Source: an optimization exercise on an open RTL-to-GDS flow (aim: small area, a short achievable clock period and few clock cycles). Production flows keep margins and buffers that such runs may drop.
Function was checked by simulation only, so behaviour that the tests miss may differ from the original.
Power is estimated from default activity; no workload was simulated.

**flow/design.v**
```verilog
module gf2m_block #(
    parameter integer M        = 8,
    parameter integer W        = 32,
    parameter [M-1:0] MOD_INIT = 8'h1B
) (
    input  wire         clk,
    input  wire         rst,
    input  wire         sel,
    input  wire         we,
    input  wire [3:0]   addr,
    input  wire [W-1:0] wdata,
    output reg  [W-1:0] rdata
);
    localparam [3:0] A_CMD = 4'h0, A_STATUS = 4'h1, A_OPA = 4'h2, A_OPB = 4'h3,
                     A_MOD = 4'h4, A_RES0 = 4'h5, A_RES1 = 4'h6, A_RES2 = 4'h7,
                     A_PARAM = 4'h8;
    reg [W-1:0] opa, opb;
    reg [M-1:0] modlo;
    reg [W-1:0] res0, res1, res2;
    reg         busy, done, noinv, zero, err_op, err_busy;
    reg         is_inv;
    reg [W-1:0] x, y, gx, gy, hx, hy;
    reg         xu;           
    reg         v1;           
    reg [4:0]   dx, dy;       
    reg         uz;           
    wire [W-1:0] mod_full = {{(W-M-1){1'b0}}, 1'b1, modlo};
    function automatic [5:0] pe8(input [7:0] p);   
        begin
            pe8[5] = |p;
            pe8[4:3] = 2'b00;
            if (|p[7:4]) begin
                pe8[2] = 1'b1;
                pe8[1] = |p[7:6];
                pe8[0] = p[7] | (~p[6] & p[5]);
            end else begin
                pe8[2] = 1'b0;
                pe8[1] = |p[3:2];
                pe8[0] = p[3] | (~p[2] & p[1]);
            end
        end
    endfunction
    function automatic [4:0] pe32(input [31:0] p);
        reg [5:0] a3, a2, a1, a0;
        reg h1, h0;
        reg [2:0] l1, l0;
        begin
            a3 = pe8(p[31:24]); a2 = pe8(p[23:16]); a1 = pe8(p[15:8]); a0 = pe8(p[7:0]);
            h1 = a3[5] | a2[5];
            l1 = a3[5] ? a3[2:0] : a2[2:0];
            l0 = a1[5] ? a1[2:0] : a0[2:0];
            pe32[4] = h1;
            pe32[3] = h1 ? a3[5] : a1[5];
            pe32[2:0] = h1 ? l1 : l0;
        end
    endfunction
    wire [3:0] cmd_op    = wdata[3:0];
    wire       c_deg     = (cmd_op == 4'h1);
    wire [7:0] cmd_width = wdata[15:8];
    reg [W-1:0] deg_mask;
    integer k;
    always @* begin
        for (k = 0; k < W; k = k + 1)
            deg_mask[k] = (cmd_width == 8'd0) || (k < cmd_width);
    end
    wire [W-1:0] deg_scan   = opa & (c_deg ? deg_mask : {W{1'b1}});
    wire         scan_z     = (deg_scan == {W{1'b0}});
    wire [4:0]   deg_result = pe32(deg_scan);
    function automatic [M-1:0] xtime(input [M-1:0] xx);
        begin
            xtime = xx[M-1] ? ({xx[M-2:0], 1'b0} ^ modlo) : {xx[M-2:0], 1'b0};
        end
    endfunction
    reg [M-1:0] ftab [0:M-1];
    reg [M-1:0] fmul_result;
    integer t;
    always @* begin
        ftab[0] = opa[M-1:0];
        for (t = 1; t < M; t = t + 1)
            ftab[t] = xtime(ftab[t-1]);
        fmul_result = {M{1'b0}};
        for (t = 0; t < M; t = t + 1)
            if (opb[t]) fmul_result = fmul_result ^ ftab[t];
    end
    wire        rx   = (dx > dy) || ((dx == dy) && xu);
    wire [4:0]  jxy  = dx - dy;
    wire [4:0]  jyx  = dy - dx;
    wire [4:0]  j    = rx ? jxy : jyx;        
    wire [W-1:0] dvp = rx ? y  : x;     
    wire [W-1:0] dvg = rx ? gy : gx;
    wire [W-1:0] dvh = rx ? hy : hx;
    wire [W-1:0] rmp = rx ? x  : y;     
    wire [W-1:0] xs1 = {x[W-2:0], 1'b0};
    wire [W-1:0] ys1 = {y[W-2:0], 1'b0};
    wire xb1 = xs1[dx];                 
    wire yb1 = ys1[dy];
    wire q1  = (dx != dy) && (xb1 ^ yb1);
    function automatic [W:0] shl(input [W-1:0] p, input [4:0] n);
        reg [W:0] s;
        begin
            s = {1'b0, p};
            if (n[0]) s = {s[W-1:0], 1'b0};
            if (n[1]) s = {s[W-2:0], 2'b0};
            if (n[2]) s = {s[W-4:0], 4'b0};
            if (n[3]) s = {s[W-8:0], 8'b0};
            if (n[4]) s = {s[W-16:0], 16'b0};
            shl = s;
        end
    endfunction
    wire [W:0] sp = shl(dvp, j);
    wire [W:0] sg = shl(dvg, j);
    wire [W:0] sh = shl(dvh, j);
    wire [W-1:0] tp = sp[W-1:0] ^ (q1 ? sp[W:1] : {W{1'b0}});
    wire [W-1:0] tg = sg[W-1:0] ^ (q1 ? sg[W:1] : {W{1'b0}});
    wire [W-1:0] th = sh[W-1:0] ^ (q1 ? sh[W:1] : {W{1'b0}});
    wire [W-1:0] nu  = rmp ^ tp;        
    wire [4:0]   dnu = pe32(nu);        
    wire         nuz = (nu == {W{1'b0}});
    wire         u_z  = uz;
    wire [W-1:0] fv   = xu ? y  : x;
    wire [W-1:0] fg   = xu ? gy : gx;
    wire [W-1:0] fh   = xu ? hy : hx;
    wire         gcd1 = v1;                 
    wire [W-1:0] r0n  = is_inv ? (gcd1 ? fg : {W{1'b0}}) : fv;
    wire [W-1:0] r1n  = is_inv ? fv : fg;
    wire [W-1:0] r2n  = fh;
    wire pend     = busy & u_z;             
    wire busy_eff = busy & ~u_z;
    wire step     = busy & ~u_z;
    wire wr = sel & we;
    wire cmd_legal = (cmd_op >= 4'h1) && (cmd_op <= 4'h4);
    wire cmd_acc = wr && (addr == A_CMD) && !busy_eff;    
    wire c_fmul = (cmd_op == 4'h2);
    wire c_eea  = (cmd_op == 4'h3);
    wire c_inv  = (cmd_op == 4'h4);
    wire opa_z = (opa == {W{1'b0}});
    wire opb_z = (opb == {W{1'b0}});
    wire eea_now = opa_z || opb_z;
    always @(posedge clk) begin
        if (rst) begin
            opa      <= {W{1'b0}};
            opb      <= {W{1'b0}};
            modlo    <= MOD_INIT;
            res0     <= {W{1'b0}};
            res1     <= {W{1'b0}};
            res2     <= {W{1'b0}};
            busy     <= 1'b0;
            done     <= 1'b0;
            noinv    <= 1'b0;
            zero     <= 1'b0;
            err_op   <= 1'b0;
            err_busy <= 1'b0;
            is_inv   <= 1'b0;
        end else begin
            if (pend) begin
                res0  <= r0n;
                res1  <= r1n;
                res2  <= r2n;
                noinv <= is_inv & ~gcd1;
                busy  <= 1'b0;
                done  <= 1'b1;
            end
            if (wr) begin
                case (addr)
                    A_CMD, A_OPA, A_OPB, A_MOD: begin
                        if (busy_eff) begin
                            err_busy <= 1'b1;
                        end else begin
                            case (addr)
                                A_OPA: opa <= wdata;
                                A_OPB: opb <= wdata;
                                A_MOD: modlo <= wdata[M-1:0];
                                default: begin   
                                    noinv  <= 1'b0;
                                    zero   <= 1'b0;
                                    done   <= 1'b1;
                                    err_op <= !cmd_legal;
                                    is_inv <= c_inv;
                                    if (c_deg) begin
                                        res0 <= {{(W-5){1'b0}}, deg_result};
                                        res1 <= {W{1'b0}};
                                        res2 <= {W{1'b0}};
                                        zero <= scan_z;
                                    end
                                    if (c_fmul) begin
                                        res0 <= {{(W-M){1'b0}}, fmul_result};
                                        res1 <= {W{1'b0}};
                                        res2 <= {W{1'b0}};
                                    end
                                    if (c_eea) begin
                                        if (eea_now) begin
                                            res0 <= opa_z ? opb : opa;
                                            res1 <= {{(W-1){1'b0}}, !opa_z};
                                            res2 <= {{(W-1){1'b0}}, opa_z};
                                        end else begin
                                            done <= 1'b0;
                                            busy <= 1'b1;
                                        end
                                    end
                                    if (c_inv) begin
                                        if (opa_z) begin
                                            res0  <= {W{1'b0}};
                                            res1  <= mod_full;
                                            res2  <= {{(W-1){1'b0}}, 1'b1};
                                            noinv <= 1'b1;
                                        end else begin
                                            done <= 1'b0;
                                            busy <= 1'b1;
                                        end
                                    end
                                end
                            endcase
                        end
                    end
                    A_STATUS: if (wdata[5]) err_busy <= 1'b0;
                    default: ;
                endcase
            end
        end
    end
    always @(posedge clk) begin
        if (cmd_acc) begin
            x  <= opa;
            y  <= c_inv ? mod_full : opb;
            dx <= deg_result;
            dy <= c_inv ? M[4:0] : pe32(opb);
            uz <= 1'b0;
            gx <= {{(W-1){1'b0}}, 1'b1};
            gy <= {W{1'b0}};
            hx <= {W{1'b0}};
            hy <= {{(W-1){1'b0}}, 1'b1};
            xu <= 1'b1;
        end else if (step) begin
            if (rx) begin
                x  <= nu;
                dx <= dnu;
                gx <= gx ^ tg;
                hx <= hx ^ th;
            end else begin
                y  <= nu;
                dy <= dnu;
                gy <= gy ^ tg;
                hy <= hy ^ th;
            end
            uz <= nuz;
            xu <= rx;
            v1 <= (dvp == {{(W-1){1'b0}}, 1'b1});
        end
    end
    wire [W-1:0] rd_res0 = pend ? r0n : res0;
    wire [W-1:0] rd_res1 = pend ? r1n : res1;
    wire [W-1:0] rd_res2 = pend ? r2n : res2;
    wire         rd_noinv = pend ? (is_inv & ~gcd1) : noinv;
    always @* begin
        case (addr)
            A_STATUS: rdata = {{(W-6){1'b0}}, err_busy, err_op, zero, rd_noinv,
                               done | pend, busy_eff};
            A_OPA:    rdata = opa;
            A_OPB:    rdata = opb;
            A_MOD:    rdata = mod_full;
            A_RES0:   rdata = rd_res0;
            A_RES1:   rdata = rd_res1;
            A_RES2:   rdata = rd_res2;
            A_PARAM:  rdata = {{(W-16){1'b0}}, W[7:0], M[7:0]};
            default:  rdata = {W{1'b0}};
        endcase
    end
endmodule
```
**flow/flow/run.sh**
```bash
#!/bin/bash
# The standard layout (the standard.sh: ORFS synthesis through finish), with
# one change: the port buffers that global placement inserts on every input and
# output are sky130_fd_sc_hd__buf_4 cells, where buffer_ports would otherwise
# pick the clkdlybuf4s50_1 delay cell. Synthesis runs first, unchanged.
set -euo pipefail
bash standard.sh synth > synth.log 2>&1
export BUFFER_PORTS_ARGS="-buffer_cell sky130_fd_sc_hd__buf_4"
bash standard.sh > layout.log 2>&1
```
**flow/standard.sh**
```bash
#!/bin/bash
# synth_recipe.tcl (not shown) runs the flow's synth.tcl, then flattens the netlist and writes it again
# the make line also repeats each setting of config.mk as NAME=value (left out here)
make -C /OpenROAD-flow-scripts/flow DESIGN_CONFIG=/design/flow/config.mk WORK_HOME=/design/flow/orfs CLKGATE_MAP_FILE= SYNTH_SCRIPT=/design/flow/synth_recipe.tcl "${@:-finish}"
```
**flow/config.mk**
```make
export PLATFORM = sky130hd
export DESIGN_NAME = gf2m_block
export DESIGN_NICKNAME = gf2m_block
export VERILOG_FILES = /design/flow/design.v
export SDC_FILE = /design/flow/constraint.sdc
export NUM_CORES = 4
export LEC_CHECK = 0
export CAP_MARGIN = 20
export CELL_PAD_IN_SITES_DETAIL_PLACEMENT = 1
export CORE_MARGIN = 2
export CORE_UTILIZATION = 50
export SETUP_SLACK_MARGIN = 4.6
export SLEW_MARGIN = 20
export TNS_END_PERCENT = 0
```
**flow/constraint.sdc**
```tcl
create_clock -name core_clock -period 9.0 [get_ports {clk}]
set_input_delay 1.8000 -clock core_clock [delete_from_list [all_inputs] [get_ports {clk}]]
set_output_delay 1.8000 -clock core_clock [all_outputs]
set_load 0.01 [all_outputs]
```
==> metrics.cfg, run 1 <==
[clock_network]
cts_root_buf = clkbuf_16
clock_sinks = 380
cts_tree = yes
holdBufCountCts = 0
cts_buffers = 46
clock_latency_ns = 0.62
cts.clk_slew.worst_paths_ns = 0.06
clk_path_buf_depth = 3
htreeDepth = 2

[sta]
max_freq_mhz = 170
setup_viol = 0
timing.slew.headroom = 0.176
worst_pin_slew_ns = 1.22
timing.final.crit_share = 0.654
maxSlewViolCount = 0
rsz0062_at_grt = true
period_minus_slack_ns = 5.89
fin_setup_tns_ns = 0
skew_ns = 0.0238
hold_violations = 0

[drt]
post_drt_wl_per_cell_um = 32.4
ant_nets = 0
vias = 36000
drtPass1Iterations = 7
drt_iter0_markers = 4661
via_per_inst = 7.18
drc = 0
routed_wirelength_um = 162000

[worst_setup_path]
rr_worst_depth = 22
arrival_ns = 6.21
criticalPathCategory = flip-flop to flip-flop
endpoint_kind = flip-flop
crit_fanout = 25
start_kind = flip-flop
required_ns = 9.33

[placed_design]
postPlaceCellArea_sq_um = 32900
place_congestion = 1.04
place_hpwl_um = 104000
numPortBuffers = 71

[final_layout]
syn_to_final_growth_pct = 19.6
drive_above_1_share = 0.191
mostFrequentLayoutCells = nand2_1, mux2i_1, a21oi_1
num-fill-cells = 7451
nets = 4176
design_area_sq_um = 38000
final_common_cell = nand2_1

[synth]
syn_area_sq_um = 31700
postSynthAreaPerCell_sq_um = 7.79
ys_ff_latch = 380
synthCells = 4076
ys_seq_area_frac = 0.263
synth-async-reset-ratio = 0
syn-num-nets = 4127
synth_ff_type = dfxtp_1
yosysWarnings = 2
synth_edf_count = 75
yosysUniqueCellTypes = 122

[hold_path]
hold_path_depth = 2
min_path_type = flip-flop to flip-flop

[global_route]
grt_pass1_vias = 34400
grt_max_degree = 94
grt.overflow.total = 0
grt_use_total = 0.448
antenna_found_initial = 9
grt_pass1_wl_um = 225000

[power]
power_density_nw_per_um2 = 140
p_leak_nw = 14.3
ir_drop_mv = 0.136

[floorplanning]
initial_core_util = 0.504
die_x_um = 256
die_h_um = 256
core_sq_um = 63000
io_pins = 72
die_area_sq_um = 65500
num_rows = 92

[status]
status = no timing/DRC/antenna violations

[run]
maxCapViolCount = 0

-- report_power, final --
part / internal [mW] / total [mW] / leakage, nW / switching (mW)
logic: 0.465 / 1.35 / 10.3 / 0.887
registers: 1.88 / 2.04 / 3.17 / 0.160
clock network: 1.08 / 1.92 / 0.757 / 0.836
-- timing repair --
action	CTS	global route
gates resized for setup	196	128
cloned	13	5
setup buffers	91	82
pin swaps	39	68
endpoints found under the setup margin	293	281
-- cells in the mapped netlist, types with 75 or more instances --
master	n	area [sq um]
a211oi_1	83	623
a21oi_1	332	1660
or3_1	101	632
nor2_1	330	1240
xor2_1	134	1170
edfxtp_1	75	2250
dfxtp_1	305	6110
nand2_1	621	2330
mux2i_1	394	3940
xnor2_1	112	981
o21ai_0	276	1380
clkbuf_1	218	818
-- path summary, 6_finish.rpt --
check             startpoint  endpoint  slack (ns)
hold / removal       res2[6]   res2[6]        0.50
setup reg to reg       dy[4]     dx[0]        3.11
hold reg to reg      res2[6]   res2[6]        0.50
setup / recovery       dy[4]     dx[0]        3.11
-- critical path: stages (launching register included) --
cell and delay [ns]:
edfxtp_1 0.41, inv_2 0.14, ha_4 0.25, and2_4 0.18, a221oi_4 0.29, buf_12 0.17, a31oi_4 0.12, buf_6 0.16
and3b_2 0.27, nor2_4 0.30, buf_12 0.19, buf_8 0.24, a31oi_4 0.18, buf_4 0.21, a211o_1 0.28, a21oi_1 0.26
xnor2_1 0.18, a21oi_1 0.20, o21bai_1 0.10, a21boi_1 0.80, a31oi_1 0.26, nand4_1 0.26, o211ai_1 0.13
-- cells by family after synthesis --
family,count (synthesis),share of synthesized area
compound gates,1135,0.238
fa+ha+maj,11,0.00481
flops,380,0.263
simple gates,1451,0.211
xor+xnor,253,0.0719
mux,470,0.160
buf+inv,376,0.0506
-- cell type report --
cell class | instances | area [sq um] | area share
Antenna cell | 3 | 7.51 | 0.000198
Clock buffer | 68 | 1400 | 0.0368
Clock inverter | 16 | 145 | 0.00382
Inverter | 39 | 149 | 0.00392
Multi-Input combinational cell | 3328 | 23700 | 0.624
Sequential cell | 380 | 8360 | 0.220
Tap cell | 846 | 1060 | 0.0279
Timing Repair Buffer | 330 | 3160 | 0.0832
-- routing by layer --
metal / global-route usage / vias up / part of all wire
met5: 0 / - / 0.0016
met4: 0.247 / 14 / 0.079
met3: 0.132 / 886 / 0.12
met2: 0.689 / 2554 / 0.42
met1: 0.563 / 17500 / 0.37
li1: - / 15000 / -
-- through the flow --
stage | instances | total power, mW | util | hold slack (ns) | setup slack [ns]
2_1_floorplan | 4076 | 2.77 | - | 0.453 | 4.36
3_3_place_gp | 4731 | 3.15 | 0.522 | 0.463 | 2.16
3_5_place_dp | 4732 | 3.19 | 0.522 | 0.478 | 2.03
4_1_cts | 4920 | 5.16 | 0.579 | 0.505 | 3.92
5_1_grt | 5007 | 5.45 | 0.603 | 0.539 | 3.28
6_report | 5010 | 5.31 | 0.603 | 0.502 | 3.11
Testbench counts, summed over its fixed seeds: cycles 24,364.
==> run 2: changes to the inputs <==
--- a/flow/design.v
+++ b/flow/design.v
@@ -23,7 +23,8 @@
     reg         xu;           
     reg         v1;           
     reg [4:0]   dx, dy;       
-    reg         uz;           
+    reg         pf;           
+    reg         f0y, f0x, f0gy, f0gx, f1y, f1x, f1gy, f1gx, f2y, f2x;
     wire [W-1:0] mod_full = {{(W-M-1){1'b0}}, 1'b1, modlo};
     function automatic [5:0] pe8(input [7:0] p);   
         begin
@@ -116,17 +117,35 @@
     wire [W-1:0] nu  = rmp ^ tp;        
     wire [4:0]   dnu = pe32(nu);        
     wire         nuz = (nu == {W{1'b0}});
-    wire         u_z  = uz;
-    wire [W-1:0] fv   = xu ? y  : x;
-    wire [W-1:0] fg   = xu ? gy : gx;
-    wire [W-1:0] fh   = xu ? hy : hx;
+    wire         g1n  = (dvp == {{(W-1){1'b0}}, 1'b1});    
+    wire         u_z  = pf;
     wire         gcd1 = v1;                 
-    wire [W-1:0] r0n  = is_inv ? (gcd1 ? fg : {W{1'b0}}) : fv;
-    wire [W-1:0] r1n  = is_inv ? fv : fg;
-    wire [W-1:0] r2n  = fh;
-    wire pend     = busy & u_z;             
-    wire busy_eff = busy & ~u_z;
-    wire step     = busy & ~u_z;
+    wire [W-1:0] r0n  = ({W{f0y}} & y) | ({W{f0x}} & x) | ({W{f0gy}} & gy) | ({W{f0gx}} & gx);
+    wire [W-1:0] r1n  = ({W{f1y}} & y) | ({W{f1x}} & x) | ({W{f1gy}} & gy) | ({W{f1gx}} & gx);
+    wire [W-1:0] r2n  = ({W{f2y}} & hy) | ({W{f2x}} & hx);
+    wire pend     = pf;                     
+    wire busy_eff = busy & ~pf;
+    wire step     = busy & ~pf;
+    always @(posedge clk) begin
+        if (rst || !step) begin
+            pf   <= 1'b0;
+            f0y  <= 1'b0; f0x  <= 1'b0; f0gy <= 1'b0; f0gx <= 1'b0;
+            f1y  <= 1'b0; f1x  <= 1'b0; f1gy <= 1'b0; f1gx <= 1'b0;
+            f2y  <= 1'b0; f2x  <= 1'b0;
+        end else begin
+            pf   <= nuz;
+            f0y  <= nuz &  rx & ~is_inv;
+            f0x  <= nuz & ~rx & ~is_inv;
+            f0gy <= nuz &  rx &  is_inv & g1n;
+            f0gx <= nuz & ~rx &  is_inv & g1n;
+            f1y  <= nuz &  rx &  is_inv;
+            f1x  <= nuz & ~rx &  is_inv;
+            f1gy <= nuz &  rx & ~is_inv;
+            f1gx <= nuz & ~rx & ~is_inv;
+            f2y  <= nuz &  rx;
+            f2x  <= nuz & ~rx;
+        end
+    end
     wire wr = sel & we;
     wire cmd_legal = (cmd_op >= 4'h1) && (cmd_op <= 4'h4);
     wire cmd_acc = wr && (addr == A_CMD) && !busy_eff;    
@@ -224,7 +243,6 @@
             y  <= c_inv ? mod_full : opb;
             dx <= deg_result;
             dy <= c_inv ? M[4:0] : pe32(opb);
-            uz <= 1'b0;
             gx <= {{(W-1){1'b0}}, 1'b1};
             gy <= {W{1'b0}};
             hx <= {W{1'b0}};
@@ -242,14 +260,13 @@
                 gy <= gy ^ tg;
                 hy <= hy ^ th;
             end
-            uz <= nuz;
             xu <= rx;
-            v1 <= (dvp == {{(W-1){1'b0}}, 1'b1});
-        end
-    end
-    wire [W-1:0] rd_res0 = pend ? r0n : res0;
-    wire [W-1:0] rd_res1 = pend ? r1n : res1;
-    wire [W-1:0] rd_res2 = pend ? r2n : res2;
+            v1 <= g1n;
+        end
+    end
+    wire [W-1:0] rd_res0 = r0n | ({W{~pf}} & res0);
+    wire [W-1:0] rd_res1 = r1n | ({W{~pf}} & res1);
+    wire [W-1:0] rd_res2 = r2n | ({W{~pf}} & res2);
     wire         rd_noinv = pend ? (is_inv & ~gcd1) : noinv;
     always @* begin
         case (addr)
--- a/flow/config.mk
+++ b/flow/config.mk
@@ -5,10 +5,11 @@
 export SDC_FILE = /design/flow/constraint.sdc
 export NUM_CORES = 4
 export LEC_CHECK = 0
+export ABC_AREA = 1
 export CAP_MARGIN = 20
 export CELL_PAD_IN_SITES_DETAIL_PLACEMENT = 1
 export CORE_MARGIN = 2
 export CORE_UTILIZATION = 50
-export SETUP_SLACK_MARGIN = 4.6
+export SETUP_SLACK_MARGIN = 4.2
 export SLEW_MARGIN = 20
 export TNS_END_PERCENT = 0
==> metrics.cfg, run 2 <==
[status]
status = no timing/DRC/antenna violations

[clock_network]
clk_path_buf_depth = 3
cts.clk_slew.worst_paths_ns = 0.06
cts_root_buf = clkbuf_16
clock_sinks = 388
clock_latency_ns = 0.64
cts_tree = yes
holdBufCountCts = 0
htreeDepth = 2
cts_buffers = 46

[final_layout]
fin_util = 0.558
num-fill-cells = 8802
design_area_sq_um = 35100
syn_to_final_growth_pct = 10.7
nets = 5189
drive_above_1_share = 0.0824
mostFrequentLayoutCells = nand2_1, o21ai_0, nand3_1
final_common_cell = nand2_1

[placed_design]
postPlaceCellArea_sq_um = 32300
place_hpwl_um = 126000
place_congestion = 1.04
numPortBuffers = 71

[sta]
timing.slew.headroom = 0.188
max_freq_mhz = 182
fin_setup_tns_ns = 0
setup_viol = 0
rsz0062_at_grt = true
timing.final.crit_share = 0.612
hold_violations = 0
worst_pin_slew_ns = 1.21
skew_ns = 0.0534
period_minus_slack_ns = 5.51
hold_ws_ns = 0.496
maxSlewViolCount = 0

[drt]
post_drt_wl_per_cell_um = 29.4
drc = 0
routed_wirelength_um = 177000
drtPass1Iterations = 9
ant_nets = 0
vias = 41300
drt_iter0_markers = 6195
via_per_inst = 6.85

[worst_setup_path]
criticalPathCategory = flip-flop to output port
rr_worst_depth = 20
crit_fanout = 21
arrival_ns = 3.71
rr_endpoint = gy[6]
r2r_slack_ns = 3.63
worstReg2RegStart = dy[2]
required_ns = 7.20
start_kind = flip-flop
cp_cell_sequence = buf_4 > clkinvlp_4 > o22ai_1 > a21oi_1 > o22ai_1 > a211oi_1 > o221ai_1 > buf_4
cpPeakStageDelay_ns = 0.87
endpoint_kind = output port
cp_slowest_cell = o22ai_1

[floorplanning]
io_pins = 72
die_h_um = 256
num_rows = 92
core_sq_um = 62900
die_x_um = 256
initial_core_util = 0.504
die_area_sq_um = 65400

[global_route]
grt.overflow.total = 0
grt_util_met1 = 0.636
grt_pass1_wl_um = 255000
grtUsageMet3 = 0.196
antenna_found_initial = 16
grt_use_total = 0.513
met2_usage = 0.735
grt_max_degree = 109
top_usage_layer = met2
grt_pass1_vias = 39000

[hold_path]
hold_start = hy[22]
hold_end = hy[22]
hold_path_depth = 2
min_path_type = flip-flop to flip-flop

[synth]
yosys-top-cells-area = dfxtp_1, nand2_1, o21ai_0
syn_area_sq_um = 31700
synth_edf_count = 75
yosysUniqueCellTypes = 60
yosysWarnings = 2
ys_seq_area_frac = 0.269
yosysMostFrequentCell = nand2_1
syn-num-nets = 5295
synthCells = 5244
postSynthAreaPerCell_sq_um = 6.04
synth_ff_type = dfxtp_1
ys_ff_latch = 388
synthTopCellsByCount = nand2_1, o21ai_0, nand3_1, inv_1, a21oi_1
synth-async-reset-ratio = 0
synth_top_area_cell = dfxtp_1
netlist.area_leader.share = 0.198

[power]
ir_drop_mv = 0.137
p_leak_nw = 13.9
finalPower_mw = 5.23
power_density_nw_per_um2 = 149

[run]
maxCapViolCount = 0

-- run 2: metrics by stage --
step	worst slack, ns	cells
6_report	3.49	6027
5_1_grt	3.60	6020
4_1_cts	3.76	5993
3_5_place_dp	2.13	5885
3_3_place_gp	2.24	5884
2_1_floorplan	4.29	5244
-- run 2: worst max path at each step --
stage / cells past startpoint / slack (ns) / start / endpoint
after floorplan: 10 / 4.29 / addr[2] / rdata[7]
after global placement: 24 / 2.24 / dx[1] / dx[0]
after detailed placement: 26 / 2.13 / dx[1] / dx[0]
after CTS: 13 / 3.76 / addr[3] / rdata[3]
after global routing: 13 / 3.60 / addr[3] / rdata[5]
final: 8 / 3.49 / f2y / rdata[5]
-- run 2: kinds of logic (layout without fill, tap and decap cells) --
group	after synthesis	after routing	synth area share
AOI/OAI and AO/OA	1435	1435	0.256
xor gates and xnor gates	122	122	0.0337
adders and majority gates	11	11	0.00482
buffers and inverters	867	785	0.111
DFF	388	388	0.269
muxes	12	12	0.00379
other	0	9	0
and+or+nand+nor	2409	2419	0.321
-- run 2: metal layers --
metal | part of all wire | up-vias
met5 | 0.0018 | -
met4 | 0.082 | 22
met3 | 0.15 | 934
met2 | 0.40 | 3067
met1 | 0.36 | 19700
li1 | - | 17500
-- run 2: worst max-delay path: cells and delay by family (launching register included) --
| family | cells | cell delay [ns] |
|---|---|---|
| buf+inv | 3 | 1.14 |
| flops | 1 | 0.31 |
| compound gates | 5 | 1.60 |
-- run 2: area by class of cell --
| class | count | area, sq um | area share |
|---|---|---|---|
| multi-input combinational | 3999 | 20400 | 0.582 |
| sequential | 388 | 8520 | 0.243 |
| inverter | 537 | 2090 | 0.0597 |
| timing repair buffer | 164 | 1480 | 0.0422 |
| clock buffer | 60 | 1220 | 0.0349 |
| tap | 846 | 1060 | 0.0302 |
| clock inverter | 22 | 248 | 0.00707 |
| antenna | 9 | 22.5 | 0.000642 |
| timing repair inverter | 2 | 17.5 | 0.000500 |
-- run 2: power by group --
part / leakage, nW / total (mW) / switching, mW / internal [mW]
clock: 0.716 / 1.94 / 0.860 / 1.08
sequential: 3.21 / 2.12 / 0.169 / 1.95
combinational: 9.96 / 1.17 / 0.865 / 0.304
-- run 2: what timing repair did --
item                       in CTS  in global routing
pin swaps                       9                  4
setup buffers                  14                 21
setup endpoints to repair     307                322
gates resized for setup       101                 76
cloned                         12                  4
Testbench counts of run 2, summed over its fixed seeds: cycles 24,364.
==> run 3: changes to the inputs <==
--- a/flow/config.mk
+++ b/flow/config.mk
@@ -10,6 +10,6 @@
 export CELL_PAD_IN_SITES_DETAIL_PLACEMENT = 1
 export CORE_MARGIN = 2
 export CORE_UTILIZATION = 50
-export SETUP_SLACK_MARGIN = 4.2
+export SETUP_SLACK_MARGIN = 4.6
 export SLEW_MARGIN = 20
 export TNS_END_PERCENT = 0
==> metrics.cfg, run 3 <==
[synth]
ys_ff_latch = 388
postSynthAreaPerCell_sq_um = 6.04
yosysMostFrequentCell = nand2_1
synth_edf_count = 75
yosys-top-cells-area = dfxtp_1, nand2_1, o21ai_0
synthCells = 5244
syn_area_sq_um = 31700
synthTopCellsByCount = nand2_1, o21ai_0, nand3_1, inv_1, a21oi_1
synth-async-reset-ratio = 0
yosysWarnings = 2
synth_top_area_cell = dfxtp_1
synth_ff_type = dfxtp_1
yosysUniqueCellTypes = 60
syn-num-nets = 5295
ys_seq_area_frac = 0.269
netlist.area_leader.share = 0.198

[power]
p_leak_nw = 14.0
ir_drop_mv = 0.196
power_density_nw_per_um2 = 152

[worst_setup_path]
required_ns = 9.45
arrival_ns = 6.17
start_kind = flip-flop
cp_cell_sequence = nor2_1 > inv_1 > nor3_1 > inv_1 > nor3_1 > nand3_1 > nor2_1 > inv_1 > nor3_1 > inv_1 > nor2_1 > nor2_1 > nor2_4 > inv_1 > nand3_2 > buf_4 > a2111oi_0
crit_fanout = 55
path_delay_family = simple AND/OR/NAND/NOR gates
startpoint = opb[22]
cpPeakStageDelay_ns = 0.82
worstReg2RegStart = opb[22]
endpoint_kind = flip-flop
criticalPathCategory = flip-flop to flip-flop
crit_buf_inv = 6
cp_common_cell = inv_1
cp_slowest_cell = nor2_1

[clock_network]
holdBufCountCts = 0
clock_sinks = 388
clk_path_buf_depth = 3
cts_tree = yes
clock_latency_ns = 0.65
cts.clk_slew.worst_paths_ns = 0.07
cts_buffers = 47
htreeDepth = 2
cts_root_buf = clkbuf_16

[final_layout]
sequential_cell_area_sq_um = 8530
nets = 5183
fin_util = 0.567
multi_input_area_sq_um = 20700
num-fill-cells = 8615
final_common_cell = nand2_1
design_area_sq_um = 35600
syn_to_final_growth_pct = 12.4
mostFrequentLayoutCells = nand2_1, o21ai_0, nand3_1
drive_above_1_share = 0.0892

[floorplanning]
die_x_um = 256
io_pins = 72
die_area_sq_um = 65400
num_rows = 92
core_sq_um = 62900
initial_core_util = 0.504
die_h_um = 256

[drt]
via_per_inst = 6.86
routed_wirelength_um = 181000
vias = 41400
drc = 0
ant_nets = 0
drt_iter0_markers = 6298
drtPass1Iterations = 9
post_drt_wl_per_cell_um = 30.0

[sta]
fin_setup_tns_ns = 0
rsz0062_at_grt = true
hold_ws_ns = 0.493
skew_ns = 0.0553
setup_viol = 0
timing.final.crit_share = 0.636
period_minus_slack_ns = 5.72
setup_ws_ns = 3.28
worst_pin_slew_ns = 1.48
timing.slew.headroom = 0.0112
max_freq_mhz = 175
maxSlewViolCount = 0
hold_violations = 0

[global_route]
antenna_found_initial = 13
grt_pass1_wl_um = 254000
grt_use_total = 0.514
grt_pass1_vias = 39000
grt_max_degree = 90
grt.overflow.total = 0

[placed_design]
pre_cts_slack_ns = 2.32
place_hpwl_um = 124000
place_congestion = 1.04
numPortBuffers = 71
postPlaceCellArea_sq_um = 32200

[status]
status = no timing/DRC/antenna violations

[run]
maxCapViolCount = 0

[hold_path]
hold_start = res2[31]
min_path_type = flip-flop to flip-flop

## run 3: cell types whose count changed in the layout (fill, tap and decap cells not counted), sizes merged, moves of 2 or more
| cell | change |
|---|---|
| buf | -2 |
| clkinvlp | -7 |
| nand3 | -2 |
| bufbuf | +2 |
| nand2 | -5 |
| bufinv | +2 |
| clkbuf | +5 |
| inv | +4 |
## run 3: repair_timing
action / CTS / global route
resized for setup: 154 / 96
cloned: 9 / 4
pin swaps: 10 / 10
buffers inserted: 22 / 14
endpoints found under the setup margin: 419 / 345
## run 3: worst paths after layout
check                   to  slack (ns)  cells past startpoint
setup reg to reg  res2[11]        3.28                     17
hold reg to reg   res2[31]        0.49                      2
hold / removal    res2[31]        0.49                      2
setup / recovery  res2[11]        3.28                     17
## run 3: layer usage
layer | vias to the layer above | global-route usage | wire length [um]
met1 | 19600 | 0.627 | 64400
li1 | 17500 | - | -
met3 | 1048 | 0.195 | 27500
met5 | - | 0.0139 | 166
met2 | 3230 | 0.752 | 72800
met4 | 12 | 0.340 | 15900
## run 3: layout make-up
| cell class | instances | area share |
|---|---|---|
| clock buffers | 68 | 0.0369 |
| inverters | 537 | 0.0592 |
| repair buffers | 161 | 0.0435 |
| well taps | 846 | 0.0297 |
| repair inverters | 3 | 0.000773 |
| diodes | 10 | 0.000703 |
| clock inverters | 20 | 0.00875 |
| multi-input cells | 3994 | 0.581 |
| flip-flops and latches | 388 | 0.239 |
## run 3: worst reg2reg max path, cell delays in order, from the launching register on
cell and delay, ns:
dfxtp_1 0.43, nor2_1 0.17, inv_1 0.08, nor3_1 0.28, inv_1 0.15, nor3_1 0.28, nand3_1 0.18, nor2_1 0.82
inv_1 0.27, nor3_1 0.49, inv_1 0.12, nor2_1 0.23, nor2_1 0.24, nor2_4 0.60, inv_1 0.20, nand3_2 0.11
buf_4 0.68, a2111oi_0 0.20
## run 3: logic make-up (layout without fill, tap and decap cells)
group,after synthesis,count (layout),share of synthesized area
adders and majority gates,11,11,0.00482
xor gates and xnor gates,122,122,0.0337
buffers and inverters,867,789,0.111
and+or+nand+nor,2409,2413,0.321
DFF,388,388,0.269
other,0,10,0
AOI/OAI and AO/OA,1435,1436,0.256
muxes,12,12,0.00379
## run 3: through the flow
| stage | total power [mW] | instances |
|---|---|---|
| after floorplan | 2.75 | 5244 |
| after global placement | 3.13 | 5880 |
| after detailed placement | 3.17 | 5880 |
| after CTS | 5.23 | 5999 |
| after global routing | 5.52 | 6017 |
| final | 5.40 | 6027 |
## run 3: power by group
group	leakage [nW]	total, mW	internal (mW)	switching [mW]
Sequential	3.21	2.12	1.95	0.171
Clock	0.797	2.10	1.20	0.899
Combinational	10.0	1.18	0.309	0.867
==> run 4: changes to the inputs <==
--- a/flow/config.mk
+++ b/flow/config.mk
@@ -10,6 +10,6 @@
 export CELL_PAD_IN_SITES_DETAIL_PLACEMENT = 1
 export CORE_MARGIN = 2
 export CORE_UTILIZATION = 50
-export SETUP_SLACK_MARGIN = 4.6
+export SETUP_SLACK_MARGIN = 4.0
 export SLEW_MARGIN = 20
 export TNS_END_PERCENT = 0
==> metrics.cfg, run 4 <==
[status]
status = no timing/DRC/antenna violations

[placed_design]
place_congestion = 1.04
pre_cts_slack_ns = 2.13
place_hpwl_um = 126000
numPortBuffers = 71
dp_cells = 5885
postPlaceCellArea_sq_um = 32300

[worst_setup_path]
required_ns = 9.44
crit_fanout = 13
cp_cell_sequence = inv_1 > ha_4 > a21oi_2 > o21a_1 > nand3_4 > buf_4 > nand2_4 > nand2_1 > o21ai_1 > o21ai_0 > inv_1 > o21ai_0 > o21ai_0 > nand2_1 > nor2_1 > nand2_1 > xnor2_1 > nand2_1 > o21ai_0 > a21oi_1
cpPeakStageDelay_ns = 0.49
worstReg2RegStart = dx[2]
endpoint_kind = flip-flop
r2r_slack_ns = 3.60
rr_worst_depth = 20
rr_endpoint = gy[6]
crit_buf_inv = 3
arrival_ns = 5.85
cp_slowest_cell = xnor2_1
path_delay_family = compound AO/OA/AOI/OAI gates
criticalPathCategory = flip-flop to flip-flop
start_kind = flip-flop

[global_route]
antenna_found_initial = 11
grt.overflow.total = 0
grt_use_total = 0.505
grt_pass1_wl_um = 251000
grt_pass1_vias = 38500
grt_max_degree = 110

[floorplanning]
die_x_um = 256
die_area_sq_um = 65400
core_sq_um = 62900
die_h_um = 256
num_rows = 92
initial_core_util = 0.504
io_pins = 72

[sta]
setup_ws_ns = 3.60
max_freq_mhz = 185
worst_pin_slew_ns = 1.10
hold_violations = 0
period_minus_slack_ns = 5.40
skew_ns = 0.0585
timing.final.crit_share = 0.600
fin_setup_tns_ns = 0
hold_ws_ns = 0.494
setup_viol = 0
maxSlewViolCount = 0
timing.slew.headroom = 0.258
rsz0062_at_grt = true

[final_layout]
num-fill-cells = 8788
final_common_cell = nand2_1
nets = 5184
fin_util = 0.559
design_area_sq_um = 35100
syn_to_final_growth_pct = 10.8
drive_above_1_share = 0.0828
fin_cells = 6019
mostFrequentLayoutCells = nand2_1, o21ai_0, nand3_1

[clock_network]
cts.clk_slew.worst_paths_ns = 0.06
clk_path_buf_depth = 3
cts_tree = yes
htreeDepth = 2
holdBufCountCts = 0
cts_buffers = 46
cts_root_buf = clkbuf_16
clock_sinks = 388
clock_latency_ns = 0.64

[synth]
yosys-top-cells-area = dfxtp_1, nand2_1, o21ai_0
yosysUniqueCellTypes = 60
yosysMostFrequentCell = nand2_1
synth_edf_count = 75
netlist.area_leader.share = 0.198
ys_ff_latch = 388
syn-num-nets = 5295
synthTopCellsByCount = nand2_1, o21ai_0, nand3_1, inv_1, a21oi_1
synth-async-reset-ratio = 0
ys_seq_area_frac = 0.269
synth_top_area_cell = dfxtp_1
postSynthAreaPerCell_sq_um = 6.04
yosysWarnings = 2
synth_ff_type = dfxtp_1
synthCells = 5244
syn_area_sq_um = 31700

[drt]
drtPass1Iterations = 7
via_per_inst = 6.85
drt_iter0_markers = 6229
drc = 0
post_drt_wl_per_cell_um = 29.2
vias = 41200
routed_wirelength_um = 176000
ant_nets = 0

[hold_path]
hold_start = hy[22]
hold_end = hy[22]
min_path_type = flip-flop to flip-flop
hold_path_depth = 2

[power]
finalPower_mw = 5.23
p_leak_nw = 13.9
power_density_nw_per_um2 = 149
ir_drop_mv = 0.138

[run]
maxCapViolCount = 0

-- run 4: worst max path at each step --
stage                     cells after the start         to  slack (ns)     from
after floorplan                              10   rdata[7]        4.29  addr[2]
after global placement                       24      dx[0]        2.24    dx[1]
after detailed placement                     26      dx[0]        2.13    dx[1]
after CTS                                    12   rdata[6]        3.72  addr[3]
after global routing                         13  rdata[15]        3.67  addr[3]
final                                        20      gy[6]        3.60    dx[2]
-- run 4: cell type report --
class / instances / area, sq um / area share
Multi-Input combinational cell: 3997 / 20500 / 0.583
Clock buffer: 60 / 1220 / 0.0349
Timing Repair Buffer: 162 / 1450 / 0.0413
Timing Repair inverter: 1 / 11.3 / 0.000321
Antenna cell: 6 / 15.0 / 0.000428
Sequential cell: 388 / 8520 / 0.243
Tap cell: 846 / 1060 / 0.0302
Inverter: 537 / 2110 / 0.0600
Clock inverter: 22 / 248 / 0.00706
-- run 4: per-layer routing --
layer | up-vias | GRT usage | routed length, um
li1 | 17500 | - | -
met1 | 19700 | 0.633 | 64300
met2 | 3145 | 0.733 | 71200
met3 | 850 | 0.185 | 26400
met4 | 12 | 0.315 | 13900
met5 | - | 0 | 93
-- run 4: cell families (layout without fill, tap and decap cells) --
family	after synthesis	count (layout)	share of synthesized area
other cells	0	6	0
flops	388	388	0.269
simple gates	2409	2417	0.321
mux	12	12	0.00379
compound gates	1435	1435	0.256
xor+xnor	122	122	0.0337
buf+inv	867	782	0.111
fa+ha+maj	11	11	0.00482
-- run 4: worst register-to-register path: stages, from the launching register on --
cell and delay (ns):
edfxtp_1 0.48, inv_1 0.30, ha_4 0.29, a21oi_2 0.16
o21a_1 0.30, nand3_4 0.25, buf_4 0.24, nand2_4 0.24
nand2_1 0.16, o21ai_1 0.25, o21ai_0 0.19, inv_1 0.17
o21ai_0 0.17, o21ai_0 0.25, nand2_1 0.11, nor2_1 0.31
nand2_1 0.12, xnor2_1 0.49, nand2_1 0.22, o21ai_0 0.42
a21oi_1 0.13
-- run 4: timing repair --
| item | in CTS | in global routing |
|---|---|---|
| setup endpoints to repair | 269 | 250 |
| pin swaps | 6 | 7 |
| gates resized for setup | 73 | 122 |
| cloned | 6 | 6 |
| setup buffers | 12 | 22 |
-- run 4: power by group --
part / total, mW / switching (mW) / internal [mW] / leakage, nW
clock: 1.94 / 0.866 / 1.08 / 0.716
combinational: 1.17 / 0.861 / 0.305 / 9.97
sequential: 2.12 / 0.169 / 1.95 / 3.21
total: 5.23 / 1.90 / 3.34 / 13.9

-- re-timing with driven ports --
The results above use ideal ports. As a check the final layouts listed here were re-extracted and re-timed, cells and wires unchanged. Step 1: set_driving_cell puts a clkbuf_16 on clk and a buf_2 on each other input, an assumption about the parent block. Step 2 adds t to the input delays and takes it off the output delays; t is the mean of the earliest and latest rising clock arrival at the registers after step 1. Input paths then give back, and output paths get back, about the clock's delay inside the block. a / b / c = ideal ports / drivers / drivers and shift; a / b = the first two.
| run | shift t [ns] | setup slack, ns | latest minus earliest clock arrival (ns) | worst register clock-pin slew, ns | cell pins on the clock port's net |
|---|---|---|---|---|---|
| run 1 | 0.682 | 3.115 / 3.115 / 3.115 | 0.025 / 0.025 | 0.07 / 0.07 | 1 |
| run 2 | 0.683 | 3.495 / 3.423 / 3.385 | 0.053 / 0.053 | 0.07 / 0.07 | 1 |
| run 3 | 0.695 | 3.276 / 3.276 / 3.124 | 0.056 / 0.056 | 0.07 / 0.07 | 1 |
| run 4 | 0.683 | 3.596 / 3.564 / 3.424 | 0.058 / 0.058 | 0.07 / 0.07 | 1 |
After both steps setup and hold are still met in every run listed. The setup slack of run 4, which loses most, moves by -0.032 ns with the drivers and by -0.172 ns with both steps.
